Source: an optimization exercise on an open RTL-to-GDS flow (aim: small area, a short achievable clock period and few clock cycles). Production flows keep margins and buffers that such runs may drop.
Only simulation tests tie the RTL to the original design; equivalence was not proved.
No activity file was given, so power comes from the tool's default toggle rates.

## flow/design.v (module list and top-level ports; edited modules follow where they fit)
// module ambi_rsh26: 17 lines
// module ambi_add_a: 26 lines
// module ambi_add_b: 37 lines
// module ambi_b2f: 13 lines
// module ambi_sub_b: 34 lines
// module ambi_mul_a: 43 lines
// module ambi_mul_b: 34 lines
// module ambi_shape_index: 18 lines
// module ambi_shape_scale: 13 lines
// module ambi_mul24: 919 lines
// module ambi_core: 385 lines
module ambi_core (
    input  wire        clk,
    input  wire        rst,            
    input  wire        cmd_valid,
    output wire        cmd_ready,
    input  wire [3:0]  cmd_op,
    input  wire [7:0]  cmd_addr,
    input  wire [31:0] cmd_data,
    output wire        out_valid,
    input  wire        out_ready,
    output wire [7:0]  out_data,
    output wire        out_last,
    output reg         rsp_valid,
    output reg  [31:0] rsp_data
);
  // ...
==> flow/flow/run.sh <==
#!/bin/bash
# The standard layout, with a stronger buffer on every port than the
# default choice of buffer_ports.
set -euo pipefail
export BUFFER_PORTS_ARGS="-buffer_cell sky130_fd_sc_hd__buf_4"
bash standard.sh finish > standard_flow.log 2>&1
==> flow/standard.sh <==
#!/bin/bash
# synth_recipe.tcl (not shown) runs the flow's synth.tcl, then flattens the netlist and writes it again
# the make line also repeats each setting of config.mk as NAME=value (left out here)
make -C /OpenROAD-flow-scripts/flow DESIGN_CONFIG=/design/flow/config.mk WORK_HOME=/design/flow/orfs CLKGATE_MAP_FILE= SYNTH_SCRIPT=/design/flow/synth_recipe.tcl "${@:-finish}"
==> flow/config.mk <==
export PLATFORM = sky130hd
export DESIGN_NAME = ambi_core
export DESIGN_NICKNAME = ambi_core
export VERILOG_FILES = /design/flow/design.v
export SDC_FILE = /design/flow/constraint.sdc
export NUM_CORES = 8
export LEC_CHECK = 0
export CAP_MARGIN = 40
export CORE_MARGIN = 2
export CORE_UTILIZATION = 40
export CTS_CLUSTER_DIAMETER = 80
export CTS_CLUSTER_SIZE = 25
export SETUP_SLACK_MARGIN = 2
export SLEW_MARGIN = 40
==> flow/constraint.sdc <==
create_clock -name core_clock -period 70.0 [get_ports {clk}]
set_input_delay 14.0000 -clock core_clock [delete_from_list [all_inputs] [get_ports {clk}]]
set_output_delay 14.0000 -clock core_clock [all_outputs]
set_load 0.01 [all_outputs]
==> results.cfg, run 1 <==
[outcome]
status = complete, no violations

[placement]
placed_area_um2 = 155300

[critical_path]
slowest_stage = edfxtp_1
cp_max_fo = 3
reg2regPathDepth = 47

[floorplanning]
die-area_um2 = 374100
rows = 223

[logic_synthesis]
synth_compound_area_share_pct = 14.37
synth_common_cells = 3,649 x dfxtp_1, 896 x nand2_1, 733 x inv_1, 715 x a22oi_1, 715 x nor2_1
synth-edff-count = 287
ys.warnings.count = 16

[clock_network]
cts_max_level = 4
cts_setup_buffers = 0

[cells_and_area]
buf_share_pct = 2.319
layout_commonest_cell = dfxtp_1
drive_above_1_share_pct = 8.790

[sta]
finClkSkew_ns = 0.1797
finalHoldViolations = 0

[power_and_ir_drop]
p_clk_w = 0.00129
internal_power_w = 0.002892
fin_total_pwr_w = 0.003862

[grt]
grt_pass1_vias = 105027
overflow = 0
busiest_layer = met2

[detailed_routing]
via_per_inst = 6.076

[worst_hold_path]
hold_class = flip-flop to flip-flop
Testbench counts, summed over its fixed seeds: cycles 4,465.
==> module ambi_core, before the edit <==
module ambi_core (
    input  wire        clk,
    input  wire        rst,            
    input  wire        cmd_valid,
    output wire        cmd_ready,
    input  wire [3:0]  cmd_op,
    input  wire [7:0]  cmd_addr,
    input  wire [31:0] cmd_data,
    output wire        out_valid,
    input  wire        out_ready,
    output wire [7:0]  out_data,
    output wire        out_last,
    output reg         rsp_valid,
    output reg  [31:0] rsp_data
);
    localparam NCH = 24;
    localparam [31:0] ALPHA_INIT  = 32'h3F000000;    
    localparam [31:0] BRIGHT_INIT = 32'h3F800000;    
    localparam [31:0] F32_ONE     = 32'h3F800000;
    integer k;
    reg rst_q;
    always @(posedge clk) rst_q <= rst;
    reg  [7:0] lr [0:255];
    reg  [7:0] ph;
    reg        sweep;                   
    wire [7:0] ins_slot  = ph + 8'd1;
    wire [7:0] ins_entry = {ins_slot[0], ins_slot[7:1]};
    reg        rdy_r;
    reg        rdy_port;            
    reg        h_v;
    reg [3:0]  h_op;
    reg [7:0]  h_addr;
    reg [31:0] h_data;
    assign cmd_ready = rdy_port;
    wire h_show   = h_op == 4'd0;
    wire h_smooth = h_op == 4'd1;
    wire h_bright = h_op == 4'd2;
    wire h_lut    = h_op == 4'd3;
    wire h_pix    = h_op == 4'd4;
    wire h_new    = h_op == 4'd5;
    wire h_frame  = h_op == 4'd6;
    wire h_clear  = h_op == 4'd7;
    wire h_read   = h_op == 4'd8;
    wire data_ok  = h_data[30:23] != 8'hFF;
    wire h_ch     = h_addr[7:5] == 3'd0 && h_addr[4:0] < NCH;    
    wire h_proc   = h_show | (h_bright & data_ok) | h_pix | h_frame;    
    wire h_xop    = h_proc | h_clear;                                   
    reg        proc_busy;       
    reg [4:0]  rph;             
    reg        clear_m;         
    reg        px_put;          
    reg        smooth_m;        
    reg        xfer_pend;       
    reg        ov_r, ol_r;      
    reg [7:0]  od_r;
    reg        px_busy;         
    reg        px_abs;          
    reg        px_sg;           
    reg        px_zero;         
    reg [4:0]  px_cnt;          
    wire [4:0] rph5 = rph - 5'd5;
    wire new_at   = !h_ch | (h_addr[4:0] == rph - 5'd6);      
    wire at_0     = rph == 5'd31;                           
    wire o_free   = !xfer_pend & (!ov_r | ol_r);            
    wire x_idle   = !xfer_pend & !ov_r;
    reg h_can;
    always @(*) begin
        if (sweep)          h_can = 1'b0;
        else if (h_new)     h_can = new_at;
        else if (h_lut)     h_can = !proc_busy & (ins_entry == h_addr);
        else if (h_smooth)  h_can = !proc_busy & !an_busy;
        else if (h_read)    h_can = !proc_busy & x_idle & (!h_ch | (rph == h_addr[4:0]));
        else if (h_pix)     h_can = !proc_busy & o_free & at_0 & !an_busy & (px_put | !h_ch);
        else if (h_xop)     h_can = !proc_busy & o_free & at_0 & !an_busy;
        else                h_can = 1'b1;
    end
    wire h_exec = h_v & h_can;
    wire       px_step = h_v & h_pix & px_busy & (!px_abs | !h_data[31]);
    wire [31:0] px_neg = ~h_data + 32'd1;
    wire [31:0] px_next = !px_abs ? (h_data[31] ? px_neg : h_data) : {h_data[30:0], 1'b0};
    wire px_inj = h_v & h_pix & !px_busy & !px_put & h_ch & !proc_busy & (rph == h_addr[4:0]);
    always @(posedge clk) begin
        if (h_free)
            px_put <= 1'b0;
        else if (px_inj)
            px_put <= 1'b1;
    end
    always @(posedge clk) begin
        if (h_free) begin
            px_busy <= 1'b1;
            px_abs  <= 1'b0;
        end else if (h_v & h_pix & px_busy) begin
            if (!px_abs) begin
                px_abs  <= 1'b1;
                px_sg   <= h_data[31];
                px_zero <= h_data == 32'd0;
                px_cnt  <= 5'd0;
                if (h_data == 32'd0)
                    px_busy <= 1'b0;
            end else if (h_data[31])
                px_busy <= 1'b0;
            else
                px_cnt <= px_cnt + 5'd1;
        end
    end
    wire        px_inc = h_data[7] & ((|h_data[6:0]) | h_data[8]);
    wire [30:0] px_mag = {8'd158 - {3'd0, px_cnt}, h_data[30:8]} + {30'd0, px_inc};
    wire [31:0] pix_f  = px_zero ? 32'd0 : {px_sg, px_mag};
    wire h_free = !h_v | h_exec;
    wire x_new = cmd_op == 4'd5;
    wire x_nop = cmd_op[3] & (cmd_op[2:0] != 3'd0);
    wire x_at  = (cmd_addr[7:5] != 3'd0) | (cmd_addr[4:3] == 2'b11) | (cmd_addr[4:0] == rph5);
    wire x_can = x_nop | (x_new & x_at);
    wire h_soon = h_v & h_new & (h_addr[4:0] == rph5);
    always @(posedge clk) begin
        if (rdy_r) begin
            h_op   <= cmd_op;
            h_addr <= cmd_addr;
            h_data <= cmd_data;
        end else if (px_step)
            h_data <= px_next;
        if (rst | rst_q | sweep) begin
            h_v      <= 1'b0;
            rdy_r    <= !rst & !rst_q & (ph == 8'd255);
            rdy_port <= !rst & !rst_q & (ph == 8'd255);
        end else begin
            if (rdy_r)
                h_v <= cmd_valid;
            else if (h_exec)
                h_v <= 1'b0;
            rdy_r    <= rdy_r ? (!cmd_valid | x_can) : (h_free | h_soon);
            rdy_port <= rdy_port ? (!cmd_valid | x_can) : (h_free | h_soon);
        end
    end
    reg [31:0] alpha;
    reg [31:0] bright;
    reg        an_z;            
    reg [9:0]  an_e;            
    reg [23:0] an_m;            
    wire       an_busy = !an_m[23] & !an_z;    
    reg [31:0] data_clamped;
    always @(*) begin
        if (h_data[31] && h_data[30:0] != 31'd0)
            data_clamped = 32'd0;
        else if (!h_data[31] && h_data[30:0] > F32_ONE[30:0])
            data_clamped = F32_ONE;
        else
            data_clamped = h_data;
    end
    wire dc_n = data_clamped[30:23] != 8'd0;
    always @(posedge clk) begin
        if (rst_q) begin
            alpha  <= ALPHA_INIT;
            bright <= BRIGHT_INIT;
            an_z   <= 1'b0;
            an_e   <= 10'd126;
            an_m   <= 24'h800000;
        end else if (h_exec & data_ok & h_smooth) begin
            alpha <= data_clamped;
            an_z  <= data_clamped[30:0] == 31'd0;
            an_e  <= dc_n ? {2'b00, data_clamped[30:23]} : 10'd1;
            an_m  <= {dc_n, data_clamped[22:0]};
        end else if (an_busy) begin
            an_e  <= an_e - 10'd1;
            an_m  <= {an_m[22:0], 1'b0};
        end
        if (!rst_q & h_exec & data_ok & h_bright)
            bright <= data_clamped;
    end
    reg [31:0] tr [0:31];         
    reg [7:0]  om [0:NCH-1];      
    reg [7:0]  sr [0:31];         
    wire [31:0] t_rd = tr[0];
    wire [7:0]  s_rd = sr[0];
    reg  [4:0]  xptr;
    wire [4:0]  o_ridx = x_idle ? h_addr[4:0] : xptr;
    reg  [7:0]  o_rd;
    always @(*) begin
        o_rd = 8'd0;
        for (k = 0; k < NCH; k = k + 1)
            o_rd = o_rd | ({8{o_ridx == k}} & om[k]);
    end
    always @(posedge clk) begin
        if (rst_q) begin
            proc_busy <= 1'b0;
            rph       <= 5'd0;
        end else begin
            rph <= rph + 5'd1;
            if (h_exec & h_xop) begin
                proc_busy <= 1'b1;
                smooth_m  <= h_frame;
                clear_m   <= h_clear;
            end else if (proc_busy & (rph == NCH + 5))
                proc_busy <= 1'b0;
        end
    end
    wire [31:0] sf;
    ambi_b2f u_b2f (.s(s_rd), .y(sf));
    wire        a_sx, a_sz;
    wire [7:0]  a_ex;
    wire [27:0] a_s;
    ambi_add_a u_suba (.a(sf), .b({~t_rd[31], t_rd[30:0]}), .sx(a_sx), .sz(a_sz), .ex(a_ex), .s(a_s));
    reg         rb_sx;
    reg [7:0]   rb_ex;
    reg [27:0]  rb_s;
    always @(posedge clk) begin
        rb_sx <= a_sx;
        rb_ex <= a_ex;
        rb_s  <= a_s;
    end
    wire        b_dz, b_ds;
    wire [9:0]  b_de;
    wire [22:0] b_df;
    ambi_sub_b u_subb (.sx(rb_sx), .ex(rb_ex), .s(rb_s), .dz(b_dz), .ds(b_ds), .de(b_de), .df(b_df));
    reg         rc_dz, rc_ds;
    reg [9:0]   rc_de;
    reg [22:0]  rc_df;
    always @(posedge clk) begin
        rc_dz <= b_dz;
        rc_ds <= b_ds;
        rc_de <= b_de;
        rc_df <= b_df;
    end
    wire        c_pz, c_ps, c_pst;
    wire [9:0]  c_pe;
    wire [24:0] c_pm;
    ambi_mul_a u_mula (.az(an_z), .as(alpha[31]), .ae(an_e), .af(an_m[22:0]),
                       .dz(rc_dz), .ds(rc_ds), .de(rc_de), .df(rc_df),
                       .pz(c_pz), .ps(c_ps), .pe(c_pe), .pm(c_pm), .pst(c_pst));
    reg         rd_pz, rd_ps, rd_pst;
    reg [9:0]   rd_pe;
    reg [24:0]  rd_pm;
    always @(posedge clk) begin
        rd_pz  <= c_pz;
        rd_ps  <= c_ps;
        rd_pst <= c_pst;
        rd_pe  <= c_pe;
        rd_pm  <= c_pm;
    end
    wire [31:0] d_p;
    ambi_mul_b u_mulb (.pz(rd_pz), .ps(rd_ps), .pe(rd_pe), .pm(rd_pm), .pst(rd_pst), .y(d_p));
    reg [31:0]  re_p;
    always @(posedge clk)
        re_p <= smooth_m ? d_p : 32'h80000000;
    wire        e_sx, e_sz;
    wire [7:0]  e_ex;
    wire [27:0] e_s;
    ambi_add_a u_adda (.a(tr[4]), .b(re_p), .sx(e_sx), .sz(e_sz), .ex(e_ex), .s(e_s));
    reg         rf_sx, rf_sz;
    reg [7:0]   rf_ex;
    reg [27:0]  rf_s;
    always @(posedge clk) begin
        rf_sx <= e_sx;
        rf_sz <= e_sz;
        rf_ex <= e_ex;
        rf_s  <= e_s;
    end
    wire [31:0] t_new;
    ambi_add_b u_addb (.sx(rf_sx), .sz(rf_sz), .ex(rf_ex), .s(rf_s), .y(t_new));
    wire [7:0] sh_idx;
    ambi_shape_index u_idx (.t(t_new), .idx(sh_idx));
    reg [7:0] rg_pos;               
    always @(posedge clk)
        rg_pos <= ins_slot - {sh_idx[6:0], sh_idx[7]};
    reg [7:0] l_rd;
    always @(*) begin
        l_rd = 8'd0;
        for (k = 0; k < 256; k = k + 1)
            l_rd = l_rd | ({8{rg_pos == k}} & lr[k]);
    end
    wire [7:0] shaped;
    ambi_shape_scale u_scale (.gv(l_rd), .bright(bright), .o(shaped));
    wire        t_zero  = sweep | (proc_busy & clear_m & (rph < NCH));
    wire        t_ins   = proc_busy & smooth_m & (rph >= 5'd5) & (rph <= NCH + 4);
    always @(posedge clk) begin
        tr[0] <= tr[31];
        tr[1] <= t_zero ? 32'd0 : (px_inj ? pix_f : tr[0]);
        for (k = 2; k < 6; k = k + 1)
            tr[k] <= tr[k-1];
        tr[6] <= t_ins ? t_new : tr[5];
        for (k = 7; k < 32; k = k + 1)
            tr[k] <= tr[k-1];
    end
    wire        o_clr   = rst_q | (h_exec & h_clear);
    wire [4:0]  o_widx  = rph - 5'd6;
    wire        o_wen   = proc_busy & !clear_m;
    wire [7:0]  o_wd    = o_clr ? 8'd0 : shaped;
    wire        s_wen   = h_exec & h_new & h_ch;
    always @(posedge clk) begin
        sr[0] <= sr[31];
        for (k = 1; k < 32; k = k + 1)
            sr[k] <= sr[k-1];
        if (sweep)
            sr[7] <= 8'd0;
        else if (s_wen)
            sr[7] <= h_data[7:0];
    end
    genvar g;
    generate
        for (g = 0; g < NCH; g = g + 1) begin : g_ch
            always @(posedge clk) begin
                if (o_clr | (o_wen & (o_widx == g)))
                    om[g] <= o_wd;
            end
        end
    endgenerate
    wire       l_wen   = h_exec & h_lut;
    wire [7:0] ins_val = sweep ? ins_entry : h_data[7:0];
    always @(posedge clk) begin
        if (rst_q) begin
            ph    <= 8'd0;
            sweep <= 1'b1;
        end else begin
            ph <= ph + 8'd1;
            if (ph == 8'd255)
                sweep <= 1'b0;
        end
        lr[0] <= (sweep | l_wen) ? ins_val : lr[255];
        for (k = 1; k < 256; k = k + 1)
            lr[k] <= lr[k-1];
    end
    reg [2:0]  gcnt;            
    reg        ov_port, ol_port;    
    assign out_valid = ov_port;
    assign out_data  = od_r;
    assign out_last  = ol_port;
    wire o_byp  = o_wen & (o_widx == xptr);
    wire o0_ok  = !proc_busy | clear_m | (rph > 5'd5);
    wire start = xfer_pend & !ov_r & (gcnt == 3'd0) & o0_ok;
    wire adv   = ov_r & out_ready;
    always @(posedge clk) begin
        if (rst | rst_q)
            ov_r <= 1'b0;
        else if (start)
            ov_r <= 1'b1;
        else if (adv & ol_r)
            ov_r <= 1'b0;
        if (rst | rst_q)
            ov_port <= 1'b0;
        else if (start)
            ov_port <= 1'b1;
        else if (ov_port & out_ready & ol_port)
            ov_port <= 1'b0;
        if (start | (adv & !ol_r)) begin
            od_r <= o_byp ? shaped : o_rd;
            ol_r <= xptr == NCH - 1;
        end
        if (start | (ov_port & out_ready & !ol_port))
            ol_port <= xptr == NCH - 1;
        if (rst_q) begin
            xfer_pend <= 1'b0;
            xptr      <= 5'd0;
            gcnt      <= 3'd0;
        end else begin
            if (h_exec & h_xop)
                xfer_pend <= 1'b1;
            else if (start)
                xfer_pend <= 1'b0;
            if (adv & ol_r)
                xptr <= 5'd0;
            else if (start | adv)
                xptr <= xptr + 5'd1;
            if (adv & ol_r)
                gcnt <= 3'd7;
            else if (gcnt != 3'd0)
                gcnt <= gcnt - 3'd1;
        end
    end
    always @(posedge clk) begin
        if (rst | rst_q)
            rsp_valid <= 1'b0;
        else
            rsp_valid <= h_exec & h_read;
        if (h_ch)
            rsp_data <= t_rd;
        else if (h_addr[7:5] == 3'd1)
            rsp_data <= {24'd0, o_rd};
        else if (h_addr == 8'd64)
            rsp_data <= alpha;
        else if (h_addr == 8'd65)
            rsp_data <= bright;
        else
            rsp_data <= 32'd0;
    end
endmodule
==> run 2: changes to the inputs <==
--- a/flow/design.v
+++ b/flow/design.v
@@ -1322,17 +1322,19 @@
             bright <= data_clamped;
     end
     reg [31:0] tr [0:31];         
-    reg [7:0]  om [0:NCH-1];      
+    reg [7:0]  orr [0:31];        
     reg [7:0]  sr [0:31];         
     wire [31:0] t_rd = tr[0];
     wire [7:0]  s_rd = sr[0];
     reg  [4:0]  xptr;
     wire [4:0]  o_ridx = x_idle ? h_addr[4:0] : xptr;
+    wire [4:0]  o_pos  = rph - o_ridx;
+    wire        o_in   = o_ridx < NCH;
     reg  [7:0]  o_rd;
     always @(*) begin
         o_rd = 8'd0;
-        for (k = 0; k < NCH; k = k + 1)
-            o_rd = o_rd | ({8{o_ridx == k}} & om[k]);
+        for (k = 0; k < 32; k = k + 1)
+            o_rd = o_rd | ({8{o_in & (o_pos == k)}} & orr[k]);
     end
     always @(posedge clk) begin
         if (rst_q) begin
@@ -1435,10 +1437,18 @@
         for (k = 7; k < 32; k = k + 1)
             tr[k] <= tr[k-1];
     end
-    wire        o_clr   = rst_q | (h_exec & h_clear);
     wire [4:0]  o_widx  = rph - 5'd6;
-    wire        o_wen   = proc_busy & !clear_m;
-    wire [7:0]  o_wd    = o_clr ? 8'd0 : shaped;
+    wire        o_wen   = proc_busy & (rph >= 5'd6);
+    wire [7:0]  o_wd    = clear_m ? 8'd0 : shaped;
+    always @(posedge clk) begin
+        orr[0] <= orr[31];
+        for (k = 1; k < 32; k = k + 1)
+            orr[k] <= orr[k-1];
+        if (sweep)
+            orr[7] <= 8'd0;
+        else if (o_wen)
+            orr[7] <= o_wd;
+    end
     wire        s_wen   = h_exec & h_new & h_ch;
     always @(posedge clk) begin
         sr[0] <= sr[31];
@@ -1449,15 +1459,6 @@
         else if (s_wen)
             sr[7] <= h_data[7:0];
     end
-    genvar g;
-    generate
-        for (g = 0; g < NCH; g = g + 1) begin : g_ch
-            always @(posedge clk) begin
-                if (o_clr | (o_wen & (o_widx == g)))
-                    om[g] <= o_wd;
-            end
-        end
-    endgenerate
     wire       l_wen   = h_exec & h_lut;
     wire [7:0] ins_val = sweep ? ins_entry : h_data[7:0];
     always @(posedge clk) begin
@@ -1479,7 +1480,7 @@
     assign out_data  = od_r;
     assign out_last  = ol_port;
     wire o_byp  = o_wen & (o_widx == xptr);
-    wire o0_ok  = !proc_busy | clear_m | (rph > 5'd5);
+    wire o0_ok  = !proc_busy | (rph > 5'd5);
     wire start = xfer_pend & !ov_r & (gcnt == 3'd0) & o0_ok;
     wire adv   = ov_r & out_ready;
     always @(posedge clk) begin
@@ -1496,7 +1497,7 @@
         else if (ov_port & out_ready & ol_port)
             ov_port <= 1'b0;
         if (start | (adv & !ol_r)) begin
-            od_r <= o_byp ? shaped : o_rd;
+            od_r <= o_byp ? o_wd : o_rd;
             ol_r <= xptr == NCH - 1;
         end
         if (start | (ov_port & out_ready & !ol_port))
--- a/flow/config.mk
+++ b/flow/config.mk
@@ -7,8 +7,9 @@
 export LEC_CHECK = 0
 export CAP_MARGIN = 40
 export CORE_MARGIN = 2
-export CORE_UTILIZATION = 40
+export CORE_UTILIZATION = 55
 export CTS_CLUSTER_DIAMETER = 80
-export CTS_CLUSTER_SIZE = 25
+export CTS_CLUSTER_SIZE = 20
+export PLACE_DENSITY = 0.65
 export SETUP_SLACK_MARGIN = 2
 export SLEW_MARGIN = 40
==> results.cfg, run 2 <==
[cells_and_area]
drive_above_1_share_pct = 9.470
final-seq-area_um2 = 81050
top_register = lr
top_regs = lr: 2048 flops, tr: 1024 flops
layout_commonest_cell = dfxtp_1
largest_register_ffs = 2048
fin_nets = 14488
synthToLayoutAreaGrowth_pct = 9.179
most-common-layout-cells = 3,889 x dfxtp_1, 899 x nand2_1, 784 x a22oi_1
num-fill-cells = 21345
multiInputGateArea_um2 = 61830

[detailed_routing]
highest_layer = met5
wl_met3_um = 80550
via_per_inst = 6.882
wl_met2_um = 273800
drt_iter0_markers = 18659
drt_wl_total_um = 650400
ant_nets = 0
drc_errors = 0
drt-met1-wl_um = 230100
wl_per_cell_um = 37.36
vias = 119815
firstDrtPassIters = 13

[clock_network]
ctsResizeCount = 0
clk_path_buf_depth = 4
root_buffer = clkbuf_16
cts_hold_buf = 0
cts_max_level = 4
cts_sinks = 4000
insertion_delay_ns = 1.04
tritoncts = done
cts.clk_slew.worst_paths_ns = 0.08
cts_setup_buffers = 0
numCtsBuffers = 233

[logic_synthesis]
synth-main-ff-cell = dfxtp_1
synth_top_cell_area_share_pct = 53.00
ys.warnings.count = 16
synth_top_area_cell = dfxtp_1
synth-edff-count = 95
synth_area_leaders = dfxtp_1 53%, fa_1 5.1%, a22oi_1 4.0%
ys_async_sr_fraction_pct = 0
synth_common_cells = 3,905 x dfxtp_1, 910 x nand2_1, 818 x nor2_1, 785 x a22oi_1, 728 x inv_1
netlist_instances = 13725
synth_most_common_cell = dfxtp_1
ys_types = 119
syn_area_um2 = 147500
yosys_register_bits = 4000
syn_area_per_cell_um2 = 10.75
syn_nets = 14486
yosysSeqAreaShare_pct = 54.94

[worst_hold_path]
hold_depth = 0
min_to = tr[2][19]
hold_class = flip-flop to flip-flop
min-delay-start = tr[1][19]

[critical_path]
r2r-end = od_r[7]
required_ns = 56.00
slowest_stage = dfxtp_1
reg2regPathDepth = 38
end_kind = primary output
cpPeakStageDelay_ns = 0.53
worstSetupPathType = flip-flop to primary output
r2r_setup_slack_ns = 56.56
cp_data_arrival_time_ns = 1.69
worst_r2r_startpoint = rg_pos[7]
start_kind = flip-flop
path_cells = buf_4
cp_max_fo = 3
cp_num_buf_inv = 1
cp_top_family = flip-flops

[sta]
worstMarginPinSlew_ns = 1.016
rsz0062_at_grt = false
finClkSkew_ns = 0.1634
period_minus_slack_ns = 15.69
slew_headroom_pct = 31.66
fmax_ghz = 0.06374
setup_viol_count_final = 0
fin_crit_sh_pct = 22.41
final_max_slew_viol_count = 0
finalHoldViolations = 0
finalSetupTns_ns = 0

[grt]
grt_pass1_vias = 114703
grt_use_total_pct = 46.55
grt_max_degree = 81
overflow = 0
antenna_found_initial = 91
grt_first_pass_wirelength_um = 893300

[floorplanning]
rows = 190
die_w_um = 521.9
die-area_um2 = 272300
die_y_um = 521.9
coreArea_um2 = 267400
start_util_pct = 55.15
num_io_pins = 92

[power_and_ir_drop]
fin_total_pwr_w = 0.003977
p_per_area_nw_per_um2 = 24.70
p_seq_share_pct = 58.1
internal_power_w = 0.002983
p_comb_share_pct = 6.7
p_leak_nw = 62.06
swShare_pct = 24.99
switching_power_w = 0.0009941
ir_worst_vdd_mv = 0.02729
clock_power_share_pct = 35.2

[job]
drv_cap = 0

[placement]
port_buffers = 91
place_congestion = 1.072
place_hpwl_um = 467900

[outcome]
status = complete, no violations
[run 2: changes by cell type after synthesis, sizes merged, moves of 25 or more]
cell	previous run	this run
a21oi	478	532
dfxtp	3649	3905
mux2i	276	219
nand3	414	326
a22oi	715	785
edfxtp	287	95
nor4	132	161
nor2	717	819
o21ai	433	408
[run 2: per-stage QoR]
stage	hold slack (ns)	instances	instance area [µm²]	util, %	setup slack, ns
floorplan	0.3096	13725	147500	-	54.58
global placement	0.3095	17025	153600	57.42	53.94
detailed placement	0.3121	17035	154000	57.59	54.16
CTS	0.2472	17323	160500	60.03	54.27
global route	0.2568	17340	160900	60.15	54.30
finish	0.2374	17409	161000	60.21	54.31
[run 2: how the worst max path moves through the flow]
| stage | from | depth (start not counted) | slack (ns) | to |
|---|---|---|---|---|
| floorplan | cmd_addr[4] | 11 | 54.58 | rdy_port |
| global placement | cmd_addr[4] | 12 | 53.94 | rdy_port |
| detailed placement | cmd_addr[4] | 12 | 54.16 | rdy_port |
| CTS | rdy_port | 1 | 54.27 | cmd_ready |
| global route | rdy_port | 1 | 54.30 | cmd_ready |
| finish | rdy_port | 1 | 54.31 | cmd_ready |
[run 2: cell families (layout without fill, tap and decap cells)]
| family | Yosys count | count (layout) | share of synthesized area (%) |
|---|---|---|---|
| xor gates and xnor gates | 668 | 668 | 3.990 |
| buffers and inverters | 1512 | 1567 | 3.900 |
| DFF | 4000 | 4000 | 54.94 |
| other | 1 | 78 | 0.002542 |
| adders and majority gates | 716 | 716 | 7.988 |
| muxes | 364 | 364 | 2.883 |
| AOI/OAI and AO/OA | 3139 | 3139 | 15.20 |
| and+or+nand+nor | 3325 | 3325 | 11.10 |
[run 2: final cells by class]
type                            instances  share of cell area, %
Antenna cell                           77                 0.1197
Clock buffer                          252                  3.717
Clock inverter                         36                 0.3310
Inverter                              745                  1.737
Multi-Input combinational cell       8213                  38.40
Sequential cell                      4000                  50.33
Tap cell                             3552                  2.760
Timing Repair Buffer                  534                  2.608
[run 2: metal layers]
| metal | GRT usage, % | up-vias |
|---|---|---|
| met5 | 0.3861 | - |
| met4 | 38.08 | 54 |
| met3 | 15.88 | 3038 |
| met2 | 68.51 | 9801 |
| met1 | 55.07 | 58128 |
| li1 | - | 48794 |
[run 2: power groups by stage]
stage          logic [W]  registers, W  clock network [W]
2_1_floorplan   0.000117       0.00235                  0
3_3_place_gp    0.000239       0.00236                  0
3_5_place_dp    0.000246       0.00236                  0
4_1_cts         0.000247       0.00231            0.00140
5_1_grt         0.000264       0.00231            0.00147
6_report        0.000267       0.00231            0.00140
Testbench counts of run 2, summed over its fixed seeds: cycles 4,465.
==> run 3: changes to the inputs <==
--- a/flow/config.mk
+++ b/flow/config.mk
@@ -7,9 +7,8 @@
 export LEC_CHECK = 0
 export CAP_MARGIN = 40
 export CORE_MARGIN = 2
-export CORE_UTILIZATION = 55
+export CORE_UTILIZATION = 40
 export CTS_CLUSTER_DIAMETER = 80
 export CTS_CLUSTER_SIZE = 20
-export PLACE_DENSITY = 0.65
 export SETUP_SLACK_MARGIN = 2
 export SLEW_MARGIN = 40
==> results.cfg, run 3 <==
[critical_path]
path_cells = buf_4 > xnor2_1 > xor2_1 > nor3_1 > a31oi_1 > o21ai_0 > and3b_1 > o21ai_0 > nand3_1 > a21oi_1 > o21a_1 > nor3_1
cp_max_fo = 3
cp_top_family = compound AO/OA/AOI/OAI gates
cp_data_arrival_time_ns = 16.73
worstSetupPathType = primary input to flip-flop
slowest_stage = o21ai_0
start_kind = primary input
cp_num_buf_inv = 1
required_ns = 70.84
end_kind = flip-flop
cpPeakStageDelay_ns = 0.72

[sta]
period_minus_slack_ns = 15.89
worstMarginPinSlew_ns = 1.096
finalSetupTns_ns = 0
fin_crit_sh_pct = 22.71
slew_headroom_pct = 26.69
rsz0062_at_grt = false
fmax_ghz = 0.06292
finClkSkew_ns = 0.1742
final_max_slew_viol_count = 0
setup_viol_count_final = 0
finalHoldViolations = 0

[cells_and_area]
final-seq-area_um2 = 81050
design_area_um2 = 162300
num-fill-cells = 34538
synthToLayoutAreaGrowth_pct = 10.04
largest_register_ffs = 2048
layout_commonest_cell = dfxtp_1
most-common-layout-cells = 3,890 x dfxtp_1, 905 x nand2_1, 785 x a22oi_1
multiInputGateArea_um2 = 61760
top_regs = lr: 2048 flops, tr: 1024 flops
top_register = lr
fin_nets = 14470
drive_above_1_share_pct = 9.233

[clock_network]
numCtsBuffers = 233
clk_path_buf_depth = 4
cts_sinks = 4000
root_buffer = clkbuf_16
cts.clk_slew.worst_paths_ns = 0.08
ctsResizeCount = 0
tritoncts = done
cts_hold_buf = 0
cts_setup_buffers = 0
cts_max_level = 4
insertion_delay_ns = 1.02

[detailed_routing]
drc_errors = 0
drt_wl_total_um = 605800
drt_iter0_markers = 16651
ant_nets = 0
firstDrtPassIters = 7
via_per_inst = 6.199
wl_per_cell_um = 32.48
vias = 115614

[outcome]
status = complete, no violations

[logic_synthesis]
synth_common_cells = 3,905 x dfxtp_1, 910 x nand2_1, 818 x nor2_1, 785 x a22oi_1, 728 x inv_1
ys.warnings.count = 16
ys_types = 119
synth-edff-count = 95
synth-main-ff-cell = dfxtp_1
synth_top_cell_area_share_pct = 53.00
netlist_instances = 13725
syn_area_per_cell_um2 = 10.75
syn_nets = 14486
yosys_register_bits = 4000
syn_area_um2 = 147500
yosysSeqAreaShare_pct = 54.94
synth_area_leaders = dfxtp_1 53%, fa_1 5.1%, a22oi_1 4.0%
synth_most_common_cell = dfxtp_1
synth_top_area_cell = dfxtp_1
ys_async_sr_fraction_pct = 0

[placement]
placed_area_um2 = 155500
place_hpwl_um = 436900
port_buffers = 91
place_congestion = 1.072

[power_and_ir_drop]
ir_worst_vdd_mv = 0.03200
p_leak_nw = 61.93
fin_total_pwr_w = 0.003948
p_per_area_nw_per_um2 = 24.33

[grt]
grt_first_pass_wirelength_um = 834400
overflow = 0
grt_pass1_vias = 106350
grt_max_degree = 79
grt_use_total_pct = 31.39
antenna_found_initial = 84

[floorplanning]
coreArea_um2 = 366400
num_io_pins = 92
rows = 222
start_util_pct = 40.26
die_y_um = 611.2
die-area_um2 = 373600
die_w_um = 611.2

[job]
drv_cap = 0

[worst_hold_path]
hold_class = flip-flop to flip-flop
-- run 3: cell counts after synthesis --
Identical to the previous run, type by type.
-- run 3: where the power goes --
part / leakage (nW) / switching [W] / internal [W]
combinational: 26.4 / 0.000200 / 0.0000606
sequential: 32.4 / 0.0000137 / 0.00230
clock: 3.14 / 0.000762 / 0.000617
-- run 3: layer usage --
layer	GRT usage [%]	up-vias	part of all wire, %
met3	9.878	2209	12
met4	19.45	30	7.6
met5	0	-	0.031
met2	44.50	8294	40
li1	-	48743	-
met1	41.36	56338	40
-- run 3: area by class of cell --
| type | instances | share of cell area [%] |
|---|---|---|
| Sequential cell | 4000 | 49.94 |
| Multi-Input combinational cell | 8213 | 38.05 |
| Tap cell | 4816 | 3.713 |
| Clock buffer | 248 | 3.653 |
| Timing Repair Buffer | 516 | 2.482 |
| Inverter | 745 | 1.723 |
| Clock inverter | 33 | 0.3176 |
| Antenna cell | 80 | 0.1233 |
-- run 3: kinds of logic after synthesis --
logic type / Yosys count / share of synthesized area, %
DFF: 4000 / 54.94
and+or+nand+nor: 3325 / 11.10
AOI/OAI and AO/OA: 3139 / 15.20
buffers and inverters: 1512 / 3.900
adders and majority gates: 716 / 7.988
xor gates and xnor gates: 668 / 3.990
muxes: 364 / 2.883
other: 1 / 0.002542
-- run 3: final timing paths --
path / slack [ns] / end / startpoint / cells after the start
hold / removal: 0.24 / tr[28][30] / tr[27][30] / 0
hold reg to reg: 0.24 / tr[28][30] / tr[27][30] / 0
setup / recovery: 54.11 / rdy_r / cmd_addr[4] / 12
setup reg to reg: 57.05 / od_r[7] / rg_pos[3] / 40
-- run 3: through the flow --
stage          std cells  util (%)  hold WS [ns]  worst slack [ns]
6_report           18651     44.30        0.2437             54.11
5_1_grt            18576     44.25        0.2999             54.18
4_1_cts            18565     44.20        0.2838             54.27
3_5_place_dp       18284     42.44        0.3121             53.31
3_3_place_gp       18273     42.29        0.3095             53.20
2_1_floorplan      13725         -        0.3096             54.58
==> run 4: changes to the inputs <==
--- a/flow/design.v
+++ b/flow/design.v
@@ -1181,10 +1181,10 @@
     wire [7:0] ins_entry = {ins_slot[0], ins_slot[7:1]};
     reg        rdy_r;
     reg        rdy_port;            
-    reg        h_v;
-    reg [3:0]  h_op;
-    reg [7:0]  h_addr;
-    reg [31:0] h_data;
+    reg        h_v, q_v;
+    reg [3:0]  h_op, q_op;
+    reg [7:0]  h_addr, q_addr;
+    reg [31:0] h_data, q_data;
     assign cmd_ready = rdy_port;
     wire h_show   = h_op == 4'd0;
     wire h_smooth = h_op == 4'd1;
@@ -1261,29 +1261,29 @@
     wire [30:0] px_mag = {8'd158 - {3'd0, px_cnt}, h_data[30:8]} + {30'd0, px_inc};
     wire [31:0] pix_f  = px_zero ? 32'd0 : {px_sg, px_mag};
     wire h_free = !h_v | h_exec;
-    wire x_new = cmd_op == 4'd5;
-    wire x_nop = cmd_op[3] & (cmd_op[2:0] != 3'd0);
-    wire x_at  = (cmd_addr[7:5] != 3'd0) | (cmd_addr[4:3] == 2'b11) | (cmd_addr[4:0] == rph5);
-    wire x_can = x_nop | (x_new & x_at);
-    wire h_soon = h_v & h_new & (h_addr[4:0] == rph5);
+    wire push   = cmd_valid & rdy_r;
     always @(posedge clk) begin
         if (rdy_r) begin
-            h_op   <= cmd_op;
-            h_addr <= cmd_addr;
-            h_data <= cmd_data;
+            q_op   <= cmd_op;
+            q_addr <= cmd_addr;
+            q_data <= cmd_data;
+        end
+        if (h_free) begin
+            h_op   <= q_v ? q_op   : cmd_op;
+            h_addr <= q_v ? q_addr : cmd_addr;
+            h_data <= q_v ? q_data : cmd_data;
         end else if (px_step)
             h_data <= px_next;
         if (rst | rst_q | sweep) begin
             h_v      <= 1'b0;
+            q_v      <= 1'b0;
             rdy_r    <= !rst & !rst_q & (ph == 8'd255);
             rdy_port <= !rst & !rst_q & (ph == 8'd255);
         end else begin
-            if (rdy_r)
-                h_v <= cmd_valid;
-            else if (h_exec)
-                h_v <= 1'b0;
-            rdy_r    <= rdy_r ? (!cmd_valid | x_can) : (h_free | h_soon);
-            rdy_port <= rdy_port ? (!cmd_valid | x_can) : (h_free | h_soon);
+            h_v      <= h_free ? (q_v | push) : 1'b1;
+            q_v      <= h_free ? 1'b0 : (q_v | push);
+            rdy_r    <= h_free | (!q_v & !push);
+            rdy_port <= h_free | (!q_v & !(cmd_valid & rdy_port));
         end
     end
     reg [31:0] alpha;
==> results.cfg, run 4 <==
[outcome]
status = complete, no violations

[critical_path]
slowest_stage = edfxtp_1
required_ns = 56.00
worstSetupPathType = flip-flop to primary output
end_kind = primary output
cp_top_family = flip-flops
start_kind = flip-flop
cpPeakStageDelay_ns = 0.43
r2r_setup_slack_ns = 56.53
worst_r2r_startpoint = rg_pos[3]
path_cells = buf_4
cp_data_arrival_time_ns = 1.60
cp_max_fo = 3
reg2regPathDepth = 35
cp_num_buf_inv = 1
r2r-end = od_r[6]

[clock_network]
clk_path_buf_depth = 4
cts_hold_buf = 0
cts_setup_buffers = 0
tritoncts = done
cts_sinks = 4045
ctsResizeCount = 0
cts.clk_slew.worst_paths_ns = 0.09
cts_max_level = 4
insertion_delay_ns = 1.06
root_buffer = clkbuf_16
numCtsBuffers = 235

[cells_and_area]
largest_register_ffs = 2048
final-seq-area_um2 = 82390
multiInputGateArea_um2 = 61830
most-common-layout-cells = 3,891 x dfxtp_1, 942 x nand2_1, 756 x a22oi_1
synthToLayoutAreaGrowth_pct = 10.32
fin_nets = 14536
drive_above_1_share_pct = 9.140
num-fill-cells = 34876
top_regs = lr: 2048 flops, tr: 1024 flops
layout_commonest_cell = dfxtp_1
top_register = lr

[detailed_routing]
drc_errors = 0
via_per_inst = 6.159
ant_nets = 0
drt_iter0_markers = 17131
vias = 116349
firstDrtPassIters = 9
wl_per_cell_um = 33.71
drt_wl_total_um = 636800

[sta]
finClkSkew_ns = 0.1272
slew_headroom_pct = 29.06
finalHoldViolations = 0
rsz0062_at_grt = false
fmax_ghz = 0.06410
final_max_slew_viol_count = 0
finalSetupTns_ns = 0
fin_crit_sh_pct = 22.29
worstMarginPinSlew_ns = 1.060
setup_viol_count_final = 0
period_minus_slack_ns = 15.60

[grt]
grt_pass1_vias = 107711
grt_max_degree = 77
overflow = 0
grt_use_total_pct = 32.80
grt_first_pass_wirelength_um = 866800
antenna_found_initial = 90

[power_and_ir_drop]
internal_power_w = 0.003024
clock_power_share_pct = 35.0
p_seq_share_pct = 58.1
ir_worst_vdd_mv = 0.02832
p_leak_nw = 62.29
p_comb_share_pct = 6.9
p_per_area_nw_per_um2 = 24.62
switching_power_w = 0.001013
fin_total_pwr_w = 0.004037
swShare_pct = 25.09

[logic_synthesis]
ys_async_sr_fraction_pct = 0
ys.warnings.count = 16
synth-edff-count = 139
synth_top_area_cell = dfxtp_1
synth_area_leaders = dfxtp_1 53%, fa_1 5.1%, a22oi_1 3.8%
syn_nets = 14540
syn_area_um2 = 148700
syn_area_per_cell_um2 = 10.79
yosys_register_bits = 4045
synth-main-ff-cell = dfxtp_1
ys_types = 110
yosysSeqAreaShare_pct = 55.41
netlist_instances = 13780
synth_top_cell_area_share_pct = 52.60
synth_common_cells = 3,906 x dfxtp_1, 945 x nand2_1, 793 x nor2_1, 756 x a22oi_1, 712 x inv_1
synth_most_common_cell = dfxtp_1

[floorplanning]
rows = 223
start_util_pct = 40.24
num_io_pins = 92
die_w_um = 613.6
die-area_um2 = 376500
die_y_um = 613.6
coreArea_um2 = 369400

[worst_hold_path]
min_to = lr[21][3]
hold_depth = 0
min-delay-start = lr[20][3]
hold_class = flip-flop to flip-flop

[placement]
port_buffers = 91
place_congestion = 1.039
place_hpwl_um = 458200

[job]
drv_cap = 0
## run 4: changes by cell type after synthesis, moves of 22 or more
| cell | before | now |
|---|---|---|
| edfxtp_1 | 95 | 139 |
| o21ai_0 | 393 | 433 |
| a31oi_1 | 69 | 108 |
| nand2_1 | 910 | 945 |
| nor2b_1 | 69 | 100 |
| a22oi_1 | 785 | 756 |
| mux2i_1 | 219 | 247 |
| nor2_1 | 818 | 793 |
| a21oi_1 | 531 | 509 |
## run 4: kinds of logic after synthesis
| logic type | share of synthesized area [%] |
|---|---|
| AO/OA/AOI/OAI | 14.88 |
| other | 0.002523 |
| AND/OR/NAND/NOR | 11.22 |
| adder cells (fa/ha/maj) | 7.910 |
| XOR/XNOR | 3.865 |
| multiplexers | 2.930 |
| buffers and inverters | 3.783 |
| flip-flops | 55.41 |
## run 4: metrics by stage
step | cell area [µm²] | hold WS (ns) | cells | worst slack, ns | util, %
detailed placement | 157000 | 0.3121 | 18483 | 54.74 | 42.49
floorplan | 148700 | 0.3096 | 13780 | 54.86 | -
global placement | 156500 | 0.3096 | 18480 | 54.52 | 42.35
finish | 164000 | 0.2636 | 18892 | 54.40 | 44.39
global route | 163800 | 0.2841 | 18820 | 54.34 | 44.34
CTS | 163600 | 0.2965 | 18785 | 54.34 | 44.28
## run 4: cell type report
type / count / share of cell area [%]
sequential: 4045 / 50.24
multi-input combinational: 8255 / 37.70
tap: 4950 / 3.777
clock buffer: 270 / 3.768
timing repair buffer: 510 / 2.417
inverter: 729 / 1.669
clock inverter: 32 / 0.2724
antenna: 101 / 0.1541
## run 4: power groups by stage
stage	Combinational [W]	Sequential, W	Clock, W
2_1_floorplan	0.000120	0.00239	0
3_3_place_gp	0.000253	0.00240	0
3_5_place_dp	0.000257	0.00240	0
4_1_cts	0.000258	0.00234	0.00143
5_1_grt	0.000272	0.00235	0.00151
6_report	0.000277	0.00235	0.00141
## run 4: per-layer routing
layer  track usage, %  share of wire, %  routed length [µm]  vias to the layer above
met5           0.2583             0.049                 312                        -
met3            10.26                12               77590                     2023
li1                 -                 -                   -                    49009
met1            43.48                40              254700                    57107
met2            46.56                40              257800                     8184
met4            19.53               7.3               46390                       26
## run 4: worst max path at each step
stage	slack, ns	cells past startpoint	start	end
floorplan	54.86	2	out_ready	od_r[0]
global placement	54.52	3	out_ready	od_r[1]
detailed placement	54.74	3	out_ready	od_r[1]
CTS	54.34	1	ol_port	out_last
global route	54.34	1	ol_port	out_last
finish	54.40	1	ol_port	out_last
Testbench counts of run 4, summed over its fixed seeds: cycles 4,451.
==> run 5: changes to the inputs <==
--- a/flow/design.v
+++ b/flow/design.v
@@ -1180,12 +1180,12 @@
     wire [7:0] ins_slot  = ph + 8'd1;
     wire [7:0] ins_entry = {ins_slot[0], ins_slot[7:1]};
     reg        rdy_r;
-    reg        rdy_port;            
-    reg        h_v, q_v;
-    reg [3:0]  h_op, q_op;
-    reg [7:0]  h_addr, q_addr;
-    reg [31:0] h_data, q_data;
-    assign cmd_ready = rdy_port;
+    reg        rdy_pn;              
+    reg        h_v;
+    reg [3:0]  h_op;
+    reg [7:0]  h_addr;
+    reg [31:0] h_data;
+    assign cmd_ready = ~rdy_pn;
     wire h_show   = h_op == 4'd0;
     wire h_smooth = h_op == 4'd1;
     wire h_bright = h_op == 4'd2;
@@ -1261,29 +1261,29 @@
     wire [30:0] px_mag = {8'd158 - {3'd0, px_cnt}, h_data[30:8]} + {30'd0, px_inc};
     wire [31:0] pix_f  = px_zero ? 32'd0 : {px_sg, px_mag};
     wire h_free = !h_v | h_exec;
-    wire push   = cmd_valid & rdy_r;
+    wire x_new = cmd_op == 4'd5;
+    wire x_nop = cmd_op[3] & (cmd_op[2:0] != 3'd0);
+    wire x_at  = (cmd_addr[7:5] != 3'd0) | (cmd_addr[4:3] == 2'b11) | (cmd_addr[4:0] == rph5);
+    wire x_can = x_nop | (x_new & x_at);
+    wire h_soon = h_v & h_new & (h_addr[4:0] == rph5);
     always @(posedge clk) begin
         if (rdy_r) begin
-            q_op   <= cmd_op;
-            q_addr <= cmd_addr;
-            q_data <= cmd_data;
-        end
-        if (h_free) begin
-            h_op   <= q_v ? q_op   : cmd_op;
-            h_addr <= q_v ? q_addr : cmd_addr;
-            h_data <= q_v ? q_data : cmd_data;
+            h_op   <= cmd_op;
+            h_addr <= cmd_addr;
+            h_data <= cmd_data;
         end else if (px_step)
             h_data <= px_next;
         if (rst | rst_q | sweep) begin
             h_v      <= 1'b0;
-            q_v      <= 1'b0;
             rdy_r    <= !rst & !rst_q & (ph == 8'd255);
-            rdy_port <= !rst & !rst_q & (ph == 8'd255);
+            rdy_pn   <= rst | rst_q | (ph != 8'd255);
         end else begin
-            h_v      <= h_free ? (q_v | push) : 1'b1;
-            q_v      <= h_free ? 1'b0 : (q_v | push);
-            rdy_r    <= h_free | (!q_v & !push);
-            rdy_port <= h_free | (!q_v & !(cmd_valid & rdy_port));
+            if (rdy_r)
+                h_v <= cmd_valid;
+            else if (h_exec)
+                h_v <= 1'b0;
+            rdy_r    <= rdy_r ? (!cmd_valid | x_can) : (h_free | h_soon);
+            rdy_pn   <= rdy_r ? (cmd_valid & !x_can) : !(h_free | h_soon);
         end
     end
     reg [31:0] alpha;
@@ -1475,10 +1475,10 @@
             lr[k] <= lr[k-1];
     end
     reg [2:0]  gcnt;            
-    reg        ov_port, ol_port;    
-    assign out_valid = ov_port;
+    reg        ov_pn, ol_pn;        
+    assign out_valid = ~ov_pn;
     assign out_data  = od_r;
-    assign out_last  = ol_port;
+    assign out_last  = ~ol_pn;
     wire o_byp  = o_wen & (o_widx == xptr);
     wire o0_ok  = !proc_busy | (rph > 5'd5);
     wire start = xfer_pend & !ov_r & (gcnt == 3'd0) & o0_ok;
@@ -1491,17 +1491,17 @@
         else if (adv & ol_r)
             ov_r <= 1'b0;
         if (rst | rst_q)
-            ov_port <= 1'b0;
+            ov_pn <= 1'b1;
         else if (start)
-            ov_port <= 1'b1;
-        else if (ov_port & out_ready & ol_port)
-            ov_port <= 1'b0;
+            ov_pn <= 1'b0;
+        else if (adv & ol_r)
+            ov_pn <= 1'b1;
         if (start | (adv & !ol_r)) begin
             od_r <= o_byp ? o_wd : o_rd;
             ol_r <= xptr == NCH - 1;
         end
-        if (start | (ov_port & out_ready & !ol_port))
-            ol_port <= xptr == NCH - 1;
+        if (start | (adv & !ol_r))
+            ol_pn <= xptr != NCH - 1;
         if (rst_q) begin
             xfer_pend <= 1'b0;
             xptr      <= 5'd0;
==> flow/flow/run.sh (replaced) <==
#!/bin/bash
# The standard layout, with a stronger buffer on every port than the
# default choice of buffer_ports, and timing repair aimed at a slack of
# 54.6 ns on the design's 70 ns clock.
set -euo pipefail
export BUFFER_PORTS_ARGS="-buffer_cell sky130_fd_sc_hd__buf_4"
export SETUP_SLACK_MARGIN=54.6
bash standard.sh finish > standard_flow.log 2>&1
--- a/flow/config.mk
+++ b/flow/config.mk
@@ -9,6 +9,5 @@
 export CORE_MARGIN = 2
 export CORE_UTILIZATION = 40
 export CTS_CLUSTER_DIAMETER = 80
-export CTS_CLUSTER_SIZE = 20
-export SETUP_SLACK_MARGIN = 2
+export CTS_CLUSTER_SIZE = 22
 export SLEW_MARGIN = 40
==> results.cfg, run 5 <==
[logic_synthesis]
syn_area_um2 = 146600
syn_area_per_cell_um2 = 10.88
synth_most_common_cell = dfxtp_1
yosys_register_bits = 4000
synth-edff-count = 95
synth_top_cell_area_share_pct = 53.34
ys_async_sr_fraction_pct = 0
synth-main-ff-cell = dfxtp_1
synth_area_leaders = dfxtp_1 53%, fa_1 5.1%, a22oi_1 4.0%
yosysSeqAreaShare_pct = 55.29
ys.warnings.count = 16
syn_nets = 14234
synth_top_area_cell = dfxtp_1
ys_types = 125
netlist_instances = 13473
synth_common_cells = 3,905 x dfxtp_1, 783 x a22oi_1, 779 x nand2_1, 751 x inv_1, 737 x nor2_1

[cells_and_area]
final_cell_count_no_fill = 18406
largest_register_ffs = 2048
layout_commonest_cell = dfxtp_1
fin_nets = 14216
drive_above_1_share_pct = 9.979
top_regs = lr: 2048 flops, tr: 1024 flops
top_register = lr
num-fill-cells = 34229
design_area_um2 = 161700
synthToLayoutAreaGrowth_pct = 10.34
most-common-layout-cells = 3,859 x dfxtp_1, 783 x a22oi_1, 774 x nand2_1

[clock_network]
cts.clk_slew.worst_paths_ns = 0.10
cts_max_level = 4
clk_path_buf_depth = 4
root_buffer = clkbuf_16
numCtsBuffers = 224
insertion_delay_ns = 1.03
cts_hold_buf = 0
tritoncts = done
cts_sinks = 4000

[sta]
finClkSkew_ns = 0.1586
setup_viol_count_final = 0
finalHoldViolations = 0
finalSetupTns_ns = 0
final_max_slew_viol_count = 0
fmax_ghz = 0.06418
layout_setup_ws_ns = 54.42
slew_headroom_pct = 32.04
period_minus_slack_ns = 15.58
rsz0062_at_grt = true
fin_crit_sh_pct = 22.26
holdWs_ns = 0.2175
worstMarginPinSlew_ns = 1.016

[detailed_routing]
drt-met1-wl_um = 238200
drt_iter0_markers = 16073
vias = 112226
highest_layer = met5
firstDrtPassIters = 10
ant_nets = 0
via_per_inst = 6.097
drt_wl_total_um = 622000
wl_met2_um = 260600
wl_per_cell_um = 33.80
drc_errors = 0
wl_met3_um = 67540

[grt]
grt_first_pass_wirelength_um = 852700
grt_pass1_vias = 105663
antenna_found_initial = 97
grt_max_degree = 70
overflow = 0
grt_use_total_pct = 32.54

[critical_path]
required_ns = 56.00
start_kind = flip-flop
cp_data_arrival_time_ns = 1.58
cpPeakStageDelay_ns = 0.37
end_kind = primary output
path_cells = inv_1 > buf_4
worstSetupPathType = flip-flop to primary output
cp_num_buf_inv = 2
cp_max_fo = 1
slowest_stage = edfxtp_1
cp_top_family = flip-flops

[worst_hold_path]
hold_class = flip-flop to flip-flop

[floorplanning]
coreArea_um2 = 365300
die_w_um = 609.3
start_util_pct = 40.13
die_y_um = 609.3
die-area_um2 = 371300
num_io_pins = 92
rows = 222

[power_and_ir_drop]
p_per_area_nw_per_um2 = 24.65
p_leak_nw = 61.65
ir_worst_vdd_mv = 0.02514

[placement]
port_buffers = 91
placed_area_um2 = 154600
pre_cts_ws_ns = 53.45
place_hpwl_um = 449000
dp.cells = 18044
place_congestion = 1.049

[outcome]
status = complete, no violations

[job]
drv_cap = 0
[run 5: changes by cell type in the layout (fill, tap and decap cells not counted), moves of 32 or more]
cell	change
nand2_1	-168
nor3_1	-35
nor2_1	-72
inv_1	+38
buf_4	-54
a31oi_1	-50
mux2_2	+41
o21ai_0	-52
buf_6	+39
edfxtp_1	-44
dfxtp_1	-32
[run 5: cell families (layout without fill, tap and decap cells)]
family | count (synthesis) | count (layout) | synth area share, %
mux | 420 | 420 | 3.228
xor+xnor | 683 | 683 | 4.087
simple gates | 3076 | 3076 | 10.48
compound gates | 3070 | 3070 | 14.93
buf+inv | 1509 | 1555 | 3.959
flops | 4000 | 4000 | 55.29
fa+ha+maj | 714 | 714 | 8.025
other cells | 1 | 72 | 0.002559
[run 5: power by group]
group	internal, W	leakage, nW	switching [W]
sequential	0.00230	32.4	0.0000155
combinational	0.0000605	26.1	0.000213
clock	0.000614	3.21	0.000788
[run 5: final timing paths]
kind,from,to,slack [ns],cells after the start
hold reg to reg,lr[18][0],lr[19][0],0.22,0
hold / removal,lr[18][0],lr[19][0],0.22,0
setup / recovery,ol_pn,out_last,54.42,2
setup reg to reg,rg_pos[0],orr[7][7],56.18,45
[run 5: layer usage]
metal  up-vias  GRT usage (%)
li1      47734              -
met1     54903          40.66
met2      7357          47.96
met3      2190          9.213
met4        42          23.80
met5         -              0
[run 5: through the flow]
step	power (W)	utilization [%]
2_1_floorplan	0.002472	-
3_3_place_gp	0.002614	42.20
3_5_place_dp	0.002617	42.33
4_1_cts	0.003979	44.19
5_1_grt	0.004076	44.23
6_report	0.003987	44.28
[run 5: area by class of cell]
class | instances | area, µm² | share of cell area, %
clock inverter | 45 | 760.7 | 0.4704
tap | 4816 | 6026 | 3.726
antenna | 71 | 177.7 | 0.1099
clock buffer | 245 | 5839 | 3.611
multi-input combinational | 7964 | 60940 | 37.68
timing repair buffer | 496 | 4004 | 2.476
inverter | 769 | 2887 | 1.785
sequential | 4000 | 81090 | 50.14
[run 5: repair_timing]
action | 4_1_cts | 5_1_grt
cloned | 0 | 0
resized for setup | 63 | 15
buffers inserted | 0 | 0
pin swaps | 0 | 6
endpoints found under the setup margin | 44 | 45
Testbench counts of run 5, summed over its fixed seeds: cycles 4,465.
==> run 6: changes to the inputs <==
--- a/flow/config.mk
+++ b/flow/config.mk
@@ -5,6 +5,7 @@
 export SDC_FILE = /design/flow/constraint.sdc
 export NUM_CORES = 8
 export LEC_CHECK = 0
+export ABC_AREA = 1
 export CAP_MARGIN = 40
 export CORE_MARGIN = 2
 export CORE_UTILIZATION = 40
==> results.cfg, run 6 <==
[outcome]
status = complete, no violations

[floorplanning]
die-area_um2 = 364400
rows = 220
coreArea_um2 = 358700
start_util_pct = 40.11
die_w_um = 603.7
num_io_pins = 92
die_y_um = 603.7

[detailed_routing]
wl_per_cell_um = 28.12
ant_nets = 0
drt_iter0_markers = 11434
vias = 109345
firstDrtPassIters = 8
drc_errors = 0
via_per_inst = 5.440
drt_wl_total_um = 565100

[critical_path]
worstSetupPathType = flip-flop to primary output
r2r_setup_slack_ns = 58.01
cp_data_arrival_time_ns = 1.55
start_kind = flip-flop
worst_r2r_startpoint = rg_pos[0]
end_kind = primary output
r2r-end = od_r[6]
reg2regPathDepth = 45
cp_max_fo = 1
required_ns = 56.00

[sta]
holdWs_ns = 0.2667
fin_crit_sh_pct = 22.22
finClkSkew_ns = 0.1628
layout_setup_ws_ns = 54.45
finalHoldViolations = 0
slew_headroom_pct = 29.31
period_minus_slack_ns = 15.55
rsz0062_at_grt = true
setup_viol_count_final = 0
finalSetupTns_ns = 0
final_max_slew_viol_count = 0
worstMarginPinSlew_ns = 1.051
fmax_ghz = 0.06429

[clock_network]
cts_hold_buf = 0
cts_max_level = 4
clk_path_buf_depth = 4
numCtsBuffers = 219
insertion_delay_ns = 1.04
tritoncts = done
cts.clk_slew.worst_paths_ns = 0.09
cts_sinks = 4000
root_buffer = clkbuf_16

[power_and_ir_drop]
fin_total_pwr_w = 0.003810
swShare_pct = 23.18
clock_power_share_pct = 35.4
p_per_area_nw_per_um2 = 23.90
ir_worst_vdd_mv = 0.02392
internal_power_w = 0.002927
p_seq_share_pct = 60.5
switching_power_w = 0.0008831
p_leak_nw = 65.51
p_comb_share_pct = 4.1

[logic_synthesis]
netlist_instances = 14904
syn_nets = 15665
synth_top_area_cell = dfxtp_1
ys.warnings.count = 16
ys_types = 78
syn_area_per_cell_um2 = 9.652
yosysSeqAreaShare_pct = 56.33
synth-main-ff-cell = dfxtp_1
synth_area_leaders = dfxtp_1 54%, nand2_1 6.5%, fa_1 5.2%
synth_top_cell_area_share_pct = 54.35
ys_async_sr_fraction_pct = 0
syn_area_um2 = 143800
yosys_register_bits = 4000
synth_most_common_cell = dfxtp_1
synth_common_cells = 3,905 x dfxtp_1, 2,499 x nand2_1, 1,649 x inv_1, 1,091 x nor2_1, 713 x o21ai_0
synth-edff-count = 95

[cells_and_area]
top_regs = lr: 2048 flops, tr: 1024 flops
drive_above_1_share_pct = 7.553
fin_nets = 15939
layout_commonest_cell = dfxtp_1
top_register = lr
most-common-layout-cells = 3,869 x dfxtp_1, 2,496 x nand2_1, 1,625 x inv_1
synthToLayoutAreaGrowth_pct = 10.81
post-route-util_pct = 44.44
largest_register_ffs = 2048
num-fill-cells = 34292

[grt]
grt_pass1_vias = 102622
grt_max_degree = 75
overflow = 0
grt_use_total_pct = 30.24
grt_first_pass_wirelength_um = 779800
antenna_found_initial = 70

[worst_hold_path]
min_to = tr[23][20]
hold_depth = 0
hold_class = flip-flop to flip-flop
min-delay-start = tr[22][20]

[placement]
place_hpwl_um = 434900
place_congestion = 1.099
port_buffers = 91
pre_cts_ws_ns = 54.52

[job]
drv_cap = 0
-- run 6: what timing repair did --
action                     CTS  global route
pin swaps                    0             0
buffers inserted             0             0
setup endpoints to repair   44            44
hold endpoints to repair     0             0
resized for setup           61            19
cloned                       0             0
-- run 6: area by class of cell --
class                      instances  area, µm²  share of cell area, %
tap                             4773       5972                  3.747
antenna                           87      217.7                 0.1366
multi-input combinational       8751      55570                  34.86
clock inverter                    42      616.8                 0.3870
inverter                        1720       6459                  4.052
sequential                      4000      81070                  50.86
clock buffer                     240       5645                  3.542
timing repair buffer             486       3840                  2.409
-- run 6: power groups by stage --
stage	Sequential, W	Combinational (W)	Clock [W]
4_1_cts	0.00231	0.000150	0.00137
5_1_grt	0.00231	0.000165	0.00145
2_1_floorplan	0.00235	0.0000866	0
3_3_place_gp	0.00236	0.000148	0
6_report	0.00231	0.000155	0.00135
3_5_place_dp	0.00236	0.000149	0
-- run 6: kinds of logic (layout without fill, tap and decap cells) --
| kind of cell | after synthesis | in the layout | share of synthesized area (%) |
|---|---|---|---|
| other | 1 | 88 | 0.002607 |
| muxes | 34 | 34 | 0.2392 |
| buffers and inverters | 2153 | 2488 | 5.677 |
| xor gates and xnor gates | 568 | 568 | 3.464 |
| adders and majority gates | 713 | 713 | 8.169 |
| and+or+nand+nor | 4875 | 4875 | 14.43 |
| AOI/OAI and AO/OA | 2560 | 2560 | 11.69 |
| DFF | 4000 | 4000 | 56.33 |
-- run 6: worst max path at each step --
stage / from / end / slack [ns] / depth (start not counted)
2_1_floorplan: out_ready / od_r[0] / 54.79 / 2
3_3_place_gp: cmd_addr[1] / rdy_pn / 54.47 / 10
3_5_place_dp: cmd_addr[1] / rdy_pn / 54.52 / 10
4_1_cts: ol_pn / out_last / 54.41 / 2
5_1_grt: ol_pn / out_last / 54.39 / 2
6_report: ol_pn / out_last / 54.45 / 2
-- run 6: through the flow --
step,std cells,instance area (µm²)
floorplan,14904,143800
global placement,19722,152100
detailed placement,19726,152600
CTS,20008,159000
global route,20066,159300
finish,20099,159400
-- run 6: layer usage --
metal	track usage (%)	vias to the layer above	share of wire [%]
met1	34.77	52540	37
met3	6.263	1652	7.7
met2	47.66	5060	44
met5	0	-	0.089
li1	-	50055	-
met4	27.13	38	11
-- run 6: critical path: stages, from the launching register on --
cell and delay, ns:
edfxtp_1 0.39, inv_2 0.07, buf_6 0.09

==> what the ideal ports hide <==
The results above use ideal ports. As a check the final layouts listed here were re-extracted and re-timed, cells and wires unchanged. Step 1 (the two cells are an assumption about what drives the block):
set clk [get_ports {clk}]
set_driving_cell -lib_cell sky130_fd_sc_hd__clkbuf_16 $clk
set_driving_cell -lib_cell sky130_fd_sc_hd__buf_2 [delete_from_list [all_inputs] $clk]
Step 2 moves the port delays by t, midway between the first and last clock arrival at a register: inputs arrive t later, outputs are due t later. That takes back most of the time a late clock gives input paths. Three values: no drivers, after step 1, after step 2; two values: the first two.
run | shift t [ns] | setup slack, ns | clock arrival spread, ns | worst slew at a driven data input, ns
run 1 | 1.056 | 54.484 / 54.375 / 53.671 | 0.210 / 0.211 | 0.05
run 2 | 1.058 | 54.312 / 54.210 / 54.113 | 0.167 / 0.166 | 0.26
run 3 | 1.048 | 54.106 / 54.191 / 53.143 | 0.190 / 0.189 | 0.05
run 4 | 1.095 | 54.398 / 54.290 / 54.868 | 0.143 / 0.143 | 0.06
run 5 | 1.071 | 54.419 / 54.309 / 53.706 | 0.210 / 0.211 | 0.12
run 6 | 1.062 | 54.447 / 54.344 / 54.508 | 0.168 / 0.168 | 0.05
After both steps setup and hold are still met in every run listed. For run 3, which loses most, drivers alone change the setup slack by +0.085 ns; drivers and shift together by -0.963 ns.
